Background: an optimization exercise with open tools, aiming at small area and a short achievable clock period. Do not read the settings as production practice.
The RTL was checked by simulation tests, not by an equivalence proof against the original design.
Power figures rest on the tool's default switching activity, not on a simulated workload.

Setup of the previous run:
==> module rbcmd_rb, before the edit <==
module rbcmd_rb #(
    parameter C  = 200,
    parameter W  = 8,
    parameter SW = 8
) (
    input  wire          clk,
    input  wire          rst,
    input  wire          clr,
    input  wire          wr_en,
    input  wire [7:0]    wr_data,
    input  wire          rd_en,
    output wire [7:0]    rd_data,
    output wire          empty,
    output wire          full,
    output wire [SW-1:0] size
);
    reg [8*C-1:0] sr;        
    reg [SW-1:0]  cnt;
    reg           empty_q;
    reg           full_q;
    assign size  = cnt;
    assign empty = empty_q;
    assign full  = full_q;
    wire fire = rd_en && !empty_q && !clr;
    always @(posedge clk)
        if (wr_en)
            sr <= {sr[8*C-9:0], wr_data};
    always @(posedge clk) begin
        if (rst || clr) begin
            cnt     <= {SW{1'b0}};
            empty_q <= 1'b1;
            full_q  <= 1'b0;
        end else if (wr_en && !fire) begin
            if (!full_q)
                cnt <= cnt + 1'b1;
            empty_q <= 1'b0;
            full_q  <= full_q || (cnt == C - 1);
        end else if (fire && !wr_en) begin
            cnt     <= cnt - 1'b1;
            empty_q <= (cnt == 1);
            full_q  <= 1'b0;
        end
    end
    wire [7:0]  col;
    wire [25:0] row;
    genvar g, b;
    generate
        for (g = 0; g < 8; g = g + 1) begin : g_col
            assign col[g] = (cnt[2:0] == g);
        end
        for (g = 0; g < 26; g = g + 1) begin : g_row
            assign row[g] = (cnt[7:3] == g);
        end
    endgenerate
    wire [8*208-1:0] slot = {{8*(208-C-1){1'b0}}, sr, sr[7:0]};
    wire [7:0] rv [0:25];
    generate
        for (g = 0; g < 25; g = g + 1) begin : g_rv
            for (b = 0; b < 8; b = b + 1) begin : g_bit
                wire x_n, y_n, z_n;
                rbcmd_ao3 u_x (.s0(col[0]), .s1(col[1]), .s2(col[2]),
                               .d0(slot[64*g + 8*0 + b]), .d1(slot[64*g + 8*1 + b]),
                               .d2(slot[64*g + 8*2 + b]), .y_n(x_n));
                rbcmd_ao3 u_y (.s0(col[3]), .s1(col[4]), .s2(col[5]),
                               .d0(slot[64*g + 8*3 + b]), .d1(slot[64*g + 8*4 + b]),
                               .d2(slot[64*g + 8*5 + b]), .y_n(y_n));
                rbcmd_ao3 u_z (.s0(col[6]), .s1(col[7]), .s2(col[0]),
                               .d0(slot[64*g + 8*6 + b]), .d1(slot[64*g + 8*7 + b]),
                               .d2(slot[64*g + 8*0 + b]), .y_n(z_n));
                assign rv[g][b] = ~(x_n & y_n & z_n);
            end
        end
    endgenerate
    assign rv[25] = slot[8*C +: 8];
    generate
        for (b = 0; b < 8; b = b + 1) begin : g_rd
            wire [8:0] t_n;
            for (g = 0; g < 8; g = g + 1) begin : g_t
                rbcmd_ao3 u_t (.s0(row[3*g]), .s1(row[3*g+1]), .s2(row[3*g+2]),
                               .d0(rv[3*g][b]), .d1(rv[3*g+1][b]), .d2(rv[3*g+2][b]),
                               .y_n(t_n[g]));
            end
            rbcmd_ao3 u_t8 (.s0(row[24]), .s1(row[25]), .s2(row[0]),
                            .d0(rv[24][b]), .d1(rv[25][b]), .d2(rv[0][b]),
                            .y_n(t_n[8]));
            assign rd_data[b] = ~&t_n;
        end
    endgenerate
endmodule
export LEC_CHECK = 0
export CAP_MARGIN = 20
export CORE_MARGIN = 2
export CORE_UTILIZATION = 60
export SETUP_SLACK_MARGIN = 5
export SLEW_MARGIN = 20
export SYNTH_HIERARCHICAL = 1
create_clock -name core_clock -period 10.0 [get_ports {clk}]
standard.sh (not shown) runs the stock make flow with config.mk's settings and CLKGATE_MAP_FILE= SYNTH_SCRIPT=/design/flow/synth_recipe.tcl, a recipe that flattens the netlist after the stock synthesis.
==> flow/flow/run.sh <==
#!/bin/bash
# Layout flow: the standard flow (standard synthesis unchanged), with
#  - timing repair aimed at a setup slack of SETUP_MARGIN ns instead of 5,
#  - clock tree synthesis without dummy loads,
#  - every port on the bottom edge (flow/io.tcl, read before pin placement).
# The ORFS tools write their logs under orfs/logs; make's output is make.log.
set -uo pipefail
SETUP_MARGIN=5.6
CTS="-sink_clustering_enable -repair_clock_nets -dont_use_dummy_load"
bash standard.sh SETUP_SLACK_MARGIN=$SETUP_MARGIN "CTS_ARGS=$CTS" \
    PRE_IO_PLACEMENT_TCL=$PWD/flow/io.tcl finish > make.log 2>&1
==> flow/flow/io.tcl <==
# Keep every port on the bottom edge, so that the paths from the inputs to
# the outputs (rst and sleep_done gate the strobes) stay short.
set_io_pin_constraint -direction input -region bottom:*
set_io_pin_constraint -direction output -region bottom:*
## Diff of input files: the current run against the previous run
==> flow/design.v, changed modules only <==
module rbcmd_rb #(
    parameter C  = 200,
    parameter W  = 8,
    parameter SW = 8
) (
    input  wire          clk,
    input  wire          rst,
    input  wire          clr,
    input  wire          wr_en,
    input  wire [7:0]    wr_data,
    input  wire          rd_en,
    output wire [7:0]    rd_data,
    output wire          empty,
    output wire          full,
    output wire [SW-1:0] size
);
    reg [8*C-1:0] sr;        
    reg [SW-1:0]  cnt;
    reg           empty_q;
    reg           full_q;
    assign size  = cnt;
    assign empty = empty_q;
    assign full  = full_q;
    wire fire = rd_en && !empty_q && !clr;
    always @(posedge clk)
        if (wr_en)
            sr <= {sr[8*C-9:0], wr_data};
    reg [SW-1:0] cnt_n;
    always @(*) begin
        cnt_n = cnt;
        if (rst || clr)
            cnt_n = {SW{1'b0}};
        else if (wr_en && !fire && !full_q)
            cnt_n = cnt + 1'b1;
        else if (fire && !wr_en)
            cnt_n = cnt - 1'b1;
    end
    always @(posedge clk) begin
        cnt <= cnt_n;
        if (rst || clr) begin
            empty_q <= 1'b1;
            full_q  <= 1'b0;
        end else if (wr_en && !fire) begin
            empty_q <= 1'b0;
            full_q  <= full_q || (cnt == C - 1);
        end else if (fire && !wr_en) begin
            empty_q <= (cnt == 1);
            full_q  <= 1'b0;
        end
    end
    reg  [7:0]  col;
    reg  [25:0] row;
    integer j;
    always @(posedge clk) begin
        for (j = 0; j < 8; j = j + 1)
            col[j] <= (cnt_n[2:0] == j);
        for (j = 0; j < 26; j = j + 1)
            row[j] <= (cnt_n[7:3] == j);
    end
    genvar g, b;
    wire [8*208-1:0] slot = {{8*(208-C-1){1'b0}}, sr, sr[7:0]};
    wire [7:0] rv [0:25];
    generate
        for (g = 0; g < 25; g = g + 1) begin : g_rv
            for (b = 0; b < 8; b = b + 1) begin : g_bit
                wire x_n, y_n, z_n;
                rbcmd_ao3 u_x (.s0(col[0]), .s1(col[1]), .s2(col[2]),
                               .d0(slot[64*g + 8*0 + b]), .d1(slot[64*g + 8*1 + b]),
                               .d2(slot[64*g + 8*2 + b]), .y_n(x_n));
                rbcmd_ao3 u_y (.s0(col[3]), .s1(col[4]), .s2(col[5]),
                               .d0(slot[64*g + 8*3 + b]), .d1(slot[64*g + 8*4 + b]),
                               .d2(slot[64*g + 8*5 + b]), .y_n(y_n));
                rbcmd_ao3 u_z (.s0(col[6]), .s1(col[7]), .s2(col[0]),
                               .d0(slot[64*g + 8*6 + b]), .d1(slot[64*g + 8*7 + b]),
                               .d2(slot[64*g + 8*0 + b]), .y_n(z_n));
                assign rv[g][b] = ~(x_n & y_n & z_n);
            end
        end
    endgenerate
    assign rv[25] = slot[8*C +: 8];
    generate
        for (b = 0; b < 8; b = b + 1) begin : g_rd
            wire [8:0] t_n;
            for (g = 0; g < 8; g = g + 1) begin : g_t
                rbcmd_ao3 u_t (.s0(row[3*g]), .s1(row[3*g+1]), .s2(row[3*g+2]),
                               .d0(rv[3*g][b]), .d1(rv[3*g+1][b]), .d2(rv[3*g+2][b]),
                               .y_n(t_n[g]));
            end
            rbcmd_ao3 u_t8 (.s0(row[24]), .s1(row[25]), .s2(row[0]),
                            .d0(rv[24][b]), .d1(rv[25][b]), .d2(rv[0][b]),
                            .y_n(t_n[8]));
            assign rd_data[b] = ~&t_n;
        end
    endgenerate
endmodule
==> run summary <==
Relative to the previous run, combinational share of power decreased by 1.9 points in the current run.
Both conditions hold for the current run: the flow ran to the end and the final layout passed the timing, DRC and antenna checks.
Changes observed in the current run relative to the previous run: number of register bits inferred by synthesis has increased, count of buffer and inverter cells on the critical path has decreased, non-clock buffer count has decreased.
Setup slack: the current run more than the previous run
The current run vs. the previous run: sequential cell count moved up, sequential share of layout area increased 1.4 points.

==> what the ideal ports hide <==
The flow's constraints put no driver on any port. The routed layouts listed below were extracted and timed again, unchanged, in two steps. Step 1 (the two cells are an assumption about what drives the block):
set clk [get_ports {clk}]
set_driving_cell -lib_cell sky130_fd_sc_hd__clkbuf_16 $clk
set_driving_cell -lib_cell sky130_fd_sc_hd__buf_2 [delete_from_list [all_inputs] $clk]
Step 2 moves the port delays by t, midway between the first and last clock arrival at a register: inputs arrive t later, outputs are due t later. That takes back most of the time a late clock gives input paths. Slacks: ideal ports / drivers / drivers and shift; pairs: ideal ports / drivers.
| run | shift t [ns] | setup WS [ns] | hold WS [ns] | worst setup path after step 2 | worst register clock-pin slew, ns | slew violations | capacitance violations |
|---|---|---|---|---|---|---|---|
| the previous run | 0.792 | 4.872 / 4.684 / 4.684 | 0.431 / 0.431 / 0.431 | input to output | 0.07 / 0.07 | 0 / 0 | 0 / 0 |
| the current run | 0.810 | 5.250 / 3.775 / 3.775 | 0.401 / 0.401 / 0.401 | input to output | 0.07 / 0.07 | 0 / 1 | 0 / 1 |
After both steps setup and hold are still met in every run listed. The drivers bring new slew violations in the current run. With drivers on, capacitance violations rise in the current run. For the current run, which loses most, drivers alone change the setup slack by -1.475 ns; drivers and shift together by -1.475 ns.
